This is an optimization exercise on Yosys and OpenROAD, whose aim is small area, a short achievable clock period and few clock cycles, not a production implementation. Only simulation tests tie the RTL to the original design; equivalence was not proved. No activity file was given, so power comes from the tool's default toggle rates.

==> 11-28: inputs <==
==> flow/design.v (excerpt) <==
module hash_engine (
    input  wire        clk,
    input  wire        rst,
    input  wire        cmd_valid,
    output wire        cmd_ready,
    input  wire [15:0] cmd_word,
    output reg         rsp_valid,
    input  wire        rsp_ready,
    output reg  [2:0]  rsp_code,
    output reg  [63:0] rsp_data
);
    localparam [63:0] K_GOLD = 64'h9E3779B97F4A7C15;
    localparam [63:0] K_M1   = 64'hFF51AFD7ED558CCD;
    localparam [63:0] K_M2   = 64'hC4CEB9FE1A85EC53;
    reg [63:0] acc;
    reg [4:0]  dig;
    reg [19:0] ca, cb, cc;
    reg [22:0] scr;
    reg [63:0] mix;
    reg        act, dv, ovf, az;
    reg [2:0]  err;
    wire [63:0] stat_word = {57'd0, err, az, ovf, dv, act};
    function [13:0] pdec(input [15:0] w);
        reg [3:0] o;
        reg [7:0] g;
        reg z, b, nop, sta, pus, fin, rdb, rdr, srs;
        begin
            o = w[15:12];
            g = w[7:0];
            nop = o == 4'h0; sta = o == 4'h1; pus = o == 4'h2; fin = o == 4'h3;
            rdb = o == 4'h4; rdr = o == 4'h5; srs = o == 4'hF;
            z = nop | sta | fin | srs;
            b = pus | rdb | rdr;
            pdec[0] = nop; pdec[1] = sta; pdec[2] = pus; pdec[3] = fin;
            pdec[4] = rdb; pdec[5] = rdr; pdec[6] = srs;
            pdec[7] = (w[11:8] != 4'd0) | ~(z | b) | (z & (g != 8'd0));
            pdec[8] = (rdb & (g > 8'd16)) | (rdr & (g > 8'd7));
            pdec[9] = rdb | (rdr & (g != 8'd0) & (g != 8'd7));
            pdec[10] = g < 8'd10;
            pdec[11] = (g >= 8'd10) & (g < 8'd100);
            pdec[12] = g[2:0] == 3'd6;
            pdec[13] = g >= 8'd100;
        end
    endfunction
    reg        mv, sv, rdy;
    reg [15:0] mw, sw;
    reg [13:0] md;
    wire       exec;
    assign cmd_ready = rdy;
    wire take = cmd_valid & rdy;
    always @(posedge clk) begin
        if (rst) begin
            mv  <= 1'b0;
            sv  <= 1'b0;
            rdy <= 1'b1;
        end else if (~mv | exec) begin
            if (sv) begin
                mv  <= 1'b1;
                mw  <= sw;
                md  <= pdec(sw);
                sv  <= 1'b0;
                rdy <= 1'b1;
            end else begin
                mv <= take;
                if (take) begin
                    mw <= cmd_word;
                    md <= pdec(cmd_word);
                end
            end
  ...
Settings: LEC_CHECK=0, ABC_AREA=1, ABC_CLOCK_PERIOD_IN_PS=5000, CAP_MARGIN=20, CORE_MARGIN=2, CORE_UTILIZATION=60, PLACE_DENSITY=0.75, SLEW_MARGIN=20; clock period 18.0 ns.
run.sh (not shown) runs the stock make flow with config.mk's settings and CLKGATE_MAP_FILE= SYNTH_SCRIPT=/design/flow/synth_recipe.tcl, a recipe that flattens the netlist after the stock synthesis.
==> 01-05 (differences from 11-28) <==
--- a/flow/design.v
+++ b/flow/design.v
@@ -319,41 +319,44 @@
     reg [36:0] mxs;                 
     reg [20:0] myr;                 
     reg        minv;                
     wire       b12_go;
     reg        nb1, nb2;            
     wire       nmove = nb1 & (~nb2 | c_used_n);
     wire       c_used_n;
-    assign ab_go = (a_st == A_DONE) & (b1_st == B1_IDLE) & ~b1_done & ~nb1;
-    wire [22:0] ap1x6;
-    wire        ap1x6_c;
-    bk_add #(23) u_a6 (.a({1'b0, ap1, 2'b0}), .b({2'b0, ap1, 1'b0}), .ci(1'b0), .s(ap1x6), .co(ap1x6_c));
-    wire [2:0]  bq_n;
-    he_q5 u_bq (.x({3'b0, cb}), .a(ap1), .a6(ap1x6), .q(bq_n));
+    assign ab_go = (a_st == A_DONE) & (b1_st == B1_IDLE) & ~b1_done & (~nb1 | nmove);
+    function [2:0] q5(input [22:0] x, input [19:0] a);
+        reg [22:0] m2, m4, m6, m8;
+        begin
+            m2 = {2'b0, a, 1'b0};
+            m4 = {1'b0, a, 2'b0};
+            m8 = {a, 3'b0};
+            m6 = m2 + m4;
+            q5 = (x >= m8) ? 3'd4 : (x >= m6) ? 3'd3 : (x >= m4) ? 3'd2 : (x >= m2) ? 3'd1 : 3'd0;
+        end
+    endfunction
     wire [19:0] ap1n = (ca == 20'd0) ? 20'd1 : ca;
     wire [43:0] mt_s, mt_c;
     he_bmul u_bmul (.mx(mxs), .my(myr[6:0]), .inv(minv), .r1(r1), .r2(r2), .s(mt_s), .c(mt_c));
-    wire [43:0] dsum, dinc;
-    wire        dsum_c, dinc_c;
-    bk_add #(44) u_dsum (.a(r1), .b(r2), .ci(1'b0), .s(dsum), .co(dsum_c));
-    bk_add #(44) u_dinc (.a(~r1), .b(44'd0), .ci(1'b1), .s(dinc), .co(dinc_c));
+    wire [43:0] dsum = r1 + r2;
+    wire [43:0] dinc = ~r1 + 44'd1;
     always @(posedge clk) begin
         if (rst) begin
             b1_st <= B1_IDLE;
             b1_done <= 1'b0;
             nb1 <= 1'b0;
         end else begin
             case (b1_st)
             B1_MA, B1_MB: begin
                 r1 <= mt_s; r2 <= mt_c;
                 minv <= 1'b0;
                 mxs <= {mxs[29:0], 7'd0};
                 myr <= {7'd0, myr[20:7]};
                 b1_cnt <= b1_cnt + 2'd1;
-                if (b1_st == B1_MA && b1_cnt == 2'd0) bq1 <= bq_n;
+                if (b1_st == B1_MA && b1_cnt == 2'd0) bq1 <= q5({3'b0, cb}, ap1);
                 if (b1_cnt == 2'd2) begin
                     b1_cnt <= 2'd0;
                     if (b1_st == B1_MA) begin
                         mxs <= {17'd0, cb};
                         myr <= {1'd0, cb};
                         minv <= 1'b1;
                         b1_st <= B1_MB;
@@ -417,21 +420,18 @@
             4'd5: rmil = 23'd5000000;
             4'd6: rmil = 23'd6000000;
             4'd7: rmil = 23'd7000000;
             default: rmil = 23'd8000000;
         endcase
     endfunction
     wire [22:0] rt  = {2'b0, sroot};
-    wire [2:0]  qq;
-    he_q5 u_qq (.x(rt), .a(ap2), .a6(a6), .q(qq));
+    wire [2:0]  qq  = (rt >= {ap2, 3'b0}) ? 3'd4 : (rt >= a6) ? 3'd3 : (rt >= {1'b0, ap2, 2'b0}) ? 3'd2 :
+                      (rt >= {2'b0, ap2, 1'b0}) ? 3'd1 : 3'd0;
     wire [2:0]  qd  = (qq >= bq2) ? (qq - bq2) : (bq2 - qq);
-    wire [22:0] scr_c;
-    wire        scr_cc;
-    bk_add #(23) u_scrc (.a(rmb), .b(rt), .ci(1'b0), .s(scr_c), .co(scr_cc));
-    wire [22:0] scr_n = dneg2 ? scr_c : (rmil({1'b0, bq2} + {1'b0, qq}) | {20'd0, qd});
+    wire [22:0] scr_n = dneg2 ? (rmb + rt) : (rmil({1'b0, bq2} + {1'b0, qq}) | {20'd0, qd});
     always @(posedge clk) begin
         if (rst | srst_go) scr <= 23'd0;
         else if (b2_st == B2_SC) scr <= scr_n;
         if (rst) begin
             b2_st <= B2_IDLE;
             nb2 <= 1'b0;
         end else begin
@@ -449,15 +449,15 @@
             if (c_used_n) nb2 <= 1'b0;
             if (nmove) begin
                 nb2 <= 1'b1;
                 bn2 <= bn1;
             end
             if (b12_go) begin
                 ap2   <= ap1;
-                a6    <= ap1x6;
+                a6    <= {1'b0, ap1, 2'b0} + {2'b0, ap1, 1'b0};
                 rmb   <= rmil(bq1);
                 bq2   <= bq1;
                 dneg2 <= dneg1;
                 sx    <= {2'b00, r1[41:0]};
                 srem  <= 23'd0;
                 sroot <= 21'd0;
                 b2_cnt <= 4'd0;
@@ -611,74 +611,14 @@
     wire        q1  = ~t1[27];
     wire        q2  = q1 ? ~t21[27] : ~t20[27];
     wire [23:0] k1  = {t1[21:0], p2};
     assign rem_o  = q1 ? (q2 ? t21[22:0] : k1[22:0]) : (q2 ? t20[22:0] : a2[22:0]);
     assign root_o = {root[18:0], q1, q2};
     assign x_o    = {x[39:0], 4'b0000};
 endmodule
-module he_q5 (input wire [22:0] x, input wire [19:0] a, input wire [22:0] a6, output wire [2:0] q);
-    wire [22:0] s2, s4, s6, s8;
-    wire g2, g4, g6, g8;
-    bk_add #(23) u2 (.a(x), .b(~{2'b0, a, 1'b0}), .ci(1'b1), .s(s2), .co(g2));
-    bk_add #(23) u4 (.a(x), .b(~{1'b0, a, 2'b0}), .ci(1'b1), .s(s4), .co(g4));
-    bk_add #(23) u6 (.a(x), .b(~a6), .ci(1'b1), .s(s6), .co(g6));
-    bk_add #(23) u8 (.a(x), .b(~{a, 3'b0}), .ci(1'b1), .s(s8), .co(g8));
-    assign q = g8 ? 3'd4 : g6 ? 3'd3 : g4 ? 3'd2 : g2 ? 3'd1 : 3'd0;
-endmodule
-module bk_add #(parameter W = 64) (input wire [W-1:0] a, input wire [W-1:0] b, input wire ci,
-                                   output wire [W-1:0] s, output wire co);
-    function integer lg2(input integer n);
-        integer v;
-        begin
-            lg2 = 0;
-            for (v = 1; v < n; v = v * 2) lg2 = lg2 + 1;
-        end
-    endfunction
-    localparam L = lg2(W);
-    wire [W-1:0] g0 = a & b;
-    wire [W-1:0] p0 = a ^ b;
-    wire [W-1:0] G [0:2*L];
-    wire [W-1:0] P [0:2*L];
-    assign G[0] = g0;
-    assign P[0] = p0;
-    genvar l, i;
-    generate
-        for (l = 0; l < L; l = l + 1) begin : up
-            for (i = 0; i < W; i = i + 1) begin : b
-                if (((i + 1) % (2 << l)) == 0) begin : m
-                    assign G[l+1][i] = G[l][i] | (P[l][i] & G[l][i - (1 << l)]);
-                    assign P[l+1][i] = P[l][i] & P[l][i - (1 << l)];
-                end else begin : p
-                    assign G[l+1][i] = G[l][i];
-                    assign P[l+1][i] = P[l][i];
-                end
-            end
-        end
-        for (l = L - 2; l >= 0; l = l - 1) begin : dn
-            for (i = 0; i < W; i = i + 1) begin : b
-                if (((i + 1) % (2 << l)) == (1 << l) && i >= (2 << l)) begin : m
-                    assign G[2*L-1-l][i] = G[2*L-2-l][i] | (P[2*L-2-l][i] & G[2*L-2-l][i - (1 << l)]);
-                    assign P[2*L-1-l][i] = P[2*L-2-l][i] & P[2*L-2-l][i - (1 << l)];
-                end else begin : p
-                    assign G[2*L-1-l][i] = G[2*L-2-l][i];
-                    assign P[2*L-1-l][i] = P[2*L-2-l][i];
-                end
-            end
-        end
-    endgenerate
-    wire [W:0] c;
-    assign c[0] = ci;
-    generate
-        for (i = 0; i < W; i = i + 1) begin : cc
-            assign c[i+1] = G[2*L-1][i] | (P[2*L-1][i] & ci);
-        end
-    endgenerate
-    assign s  = p0 ^ c[W-1:0];
-    assign co = c[W];
-endmodule
 module he_push (input wire [63:0] acc, input wire [7:0] arg, input wire m10, input wire m100, input wire m1k,
                 output wire [63:0] lo);
     wire pu_0 = ((m10 & acc[0]) | m1k) ^ (m1k);
     wire pu_1 = ((m10 & acc[0]) | m1k) & (m1k);
     wire pu_2 = ((m10 & acc[1]) | m1k) ^ ((m100 & acc[0]) | m1k);
     wire pu_3 = ((m10 & acc[1]) | m1k) & ((m100 & acc[0]) | m1k);
     wire pu_4 = ((m10 & acc[0])) ^ ((m10 & acc[2]) | m1k) ^ ((m100 & acc[1]) | (m1k & ~acc[0]));
@@ -3098,10 +3038,9 @@
     wire cv_121 = fv[18] & fv[20];
     wire cv_122 = fv[19] ^ fv[20] ^ fv[21];
     wire cv_123 = (fv[19] & fv[20]) | (fv[19] & fv[21]) | (fv[20] & fv[21]);
     wire cv_124 = fv[21] ^ fv[22];
     wire cv_125 = fv[21] & fv[22];
     wire cv_126 = fv[22] ^ fv[23];
     wire cv_127 = fv[22] & fv[23];
-    wire vco;
-    bk_add #(20) u_cpa (.a({fv[23], cv_125, cv_123, cv_121, cv_119, cv_117, cv_115, cv_113, cv_111, cv_109, cv_107, cv_105, cv_103, cv_101, cv_99, cv_97, cv_95, fv[8], fv[1], fv[0]}), .b({cv_127, cv_126, cv_124, cv_122, cv_120, cv_118, cv_116, cv_114, cv_112, cv_110, cv_108, cv_106, cv_104, cv_102, cv_100, cv_98, cv_96, cv_94, fv[4], 1'b0}), .ci(1'b0), .s(v), .co(vco));
+    assign v = {fv[23], cv_125, cv_123, cv_121, cv_119, cv_117, cv_115, cv_113, cv_111, cv_109, cv_107, cv_105, cv_103, cv_101, cv_99, cv_97, cv_95, fv[8], fv[1], fv[0]} + {cv_127, cv_126, cv_124, cv_122, cv_120, cv_118, cv_116, cv_114, cv_112, cv_110, cv_108, cv_106, cv_104, cv_102, cv_100, cv_98, cv_96, cv_94, fv[4], 1'b0};
 endmodule
==> comparison table <==
Result of the run: 11-28 finished clean; 01-05 finished clean
Post-detailed-placement cell area: 11-28 0.1291 mm^2; 01-05 0.1307 mm^2
Distinct cell type count of the synthesized netlist: 11-28 87; 01-05 76
Antenna cells: 11-28 14; 01-05 6
Share of the clock period used by the worst path: 11-28 33.42%; 01-05 34.09%
Number of synthesis warnings: 11-28 5; 01-05 2
Area occupied by registers: 11-28 0.03721 mm^2; 01-05 0.03721 mm^2
FILL cells: 11-28 18229; 01-05 18682
Post-synthesis instance area: 11-28 0.1262 mm^2; 01-05 0.1276 mm^2
Aggregate routed wire length: 11-28 414800 um; 01-05 432200 um
Post-Layout Inst Area: 11-28 0.1346 mm^2; 01-05 0.1362 mm^2
Number of buffers created by CTS: 11-28 157; 01-05 159
R2R setup slack: 11-28 12030 ps; 01-05 11860 ps
Combined buffer and inverter count along the critical path: 11-28 3; 01-05 5
Instance count of the mapped netlist: 11-28 16018; 01-05 16659
Initial core utilization: 11-28 60.29%; 01-05 60.25%
Total Nets Final: 11-28 17311; 01-05 17919
Met1 usage in global routing: 11-28 52.77%; 01-05 50.88%
Largest stage delay on the critical path: 11-28 850 ps; 01-05 990 ps
First-pass GRT wire length: 11-28 634400 um; 01-05 658700 um
Area fraction in and, or, nand and nor cells after synthesis: 11-28 19.61%; 01-05 20.38%
Final Util: 11-28 64.30%; 01-05 64.27%
Synthesized-area fraction occupied by adder cells: 11-28 20.86%; 01-05 19.77%
All-Layer GR Usage: 11-28 38.24%; 01-05 39.33%
Switching pwr: 11-28 7.730 mW; 01-05 8.275 mW
Area taken by multi-input logic gates: 11-28 0.07683 mm^2; 01-05 0.07822 mm^2
Testbench counts of 11-28, summed over its fixed seeds: cycles 5,496.
Testbench counts of 01-05, summed over its fixed seeds: cycles 5,496.

==> static timing again, ports no longer ideal <==
The results above use ideal ports. As a check the final layouts listed here were re-extracted and re-timed, cells and wires unchanged.
Step 1: set_driving_cell puts a clkbuf_16 on clk and a buf_2 on each other input, an assumption about the parent block.
Step 2 moves the port delays by t, midway between the first and last clock arrival at a register: inputs arrive t later, outputs are due t later. That takes back most of the time a late clock gives input paths.
a / b / c = no drivers / after step 1 / after step 2; a / b = the first two.
| run | t, ns | setup slack, ns | hold slack, ns | latest minus earliest clock arrival (ns) |
|---|---|---|---|---|
| 11-28 | 0.941 | 11.985 / 12.028 / 11.127 | 0.407 / 0.407 / 0.407 | 0.045 / 0.045 |
| 01-05 | 0.928 | 11.863 / 11.863 / 11.518 | 0.417 / 0.417 / 0.417 | 0.042 / 0.041 |
After both steps setup and hold are still met in every run listed. For 11-28, which loses most, drivers alone change the setup slack by +0.043 ns; drivers and shift together by -0.858 ns.
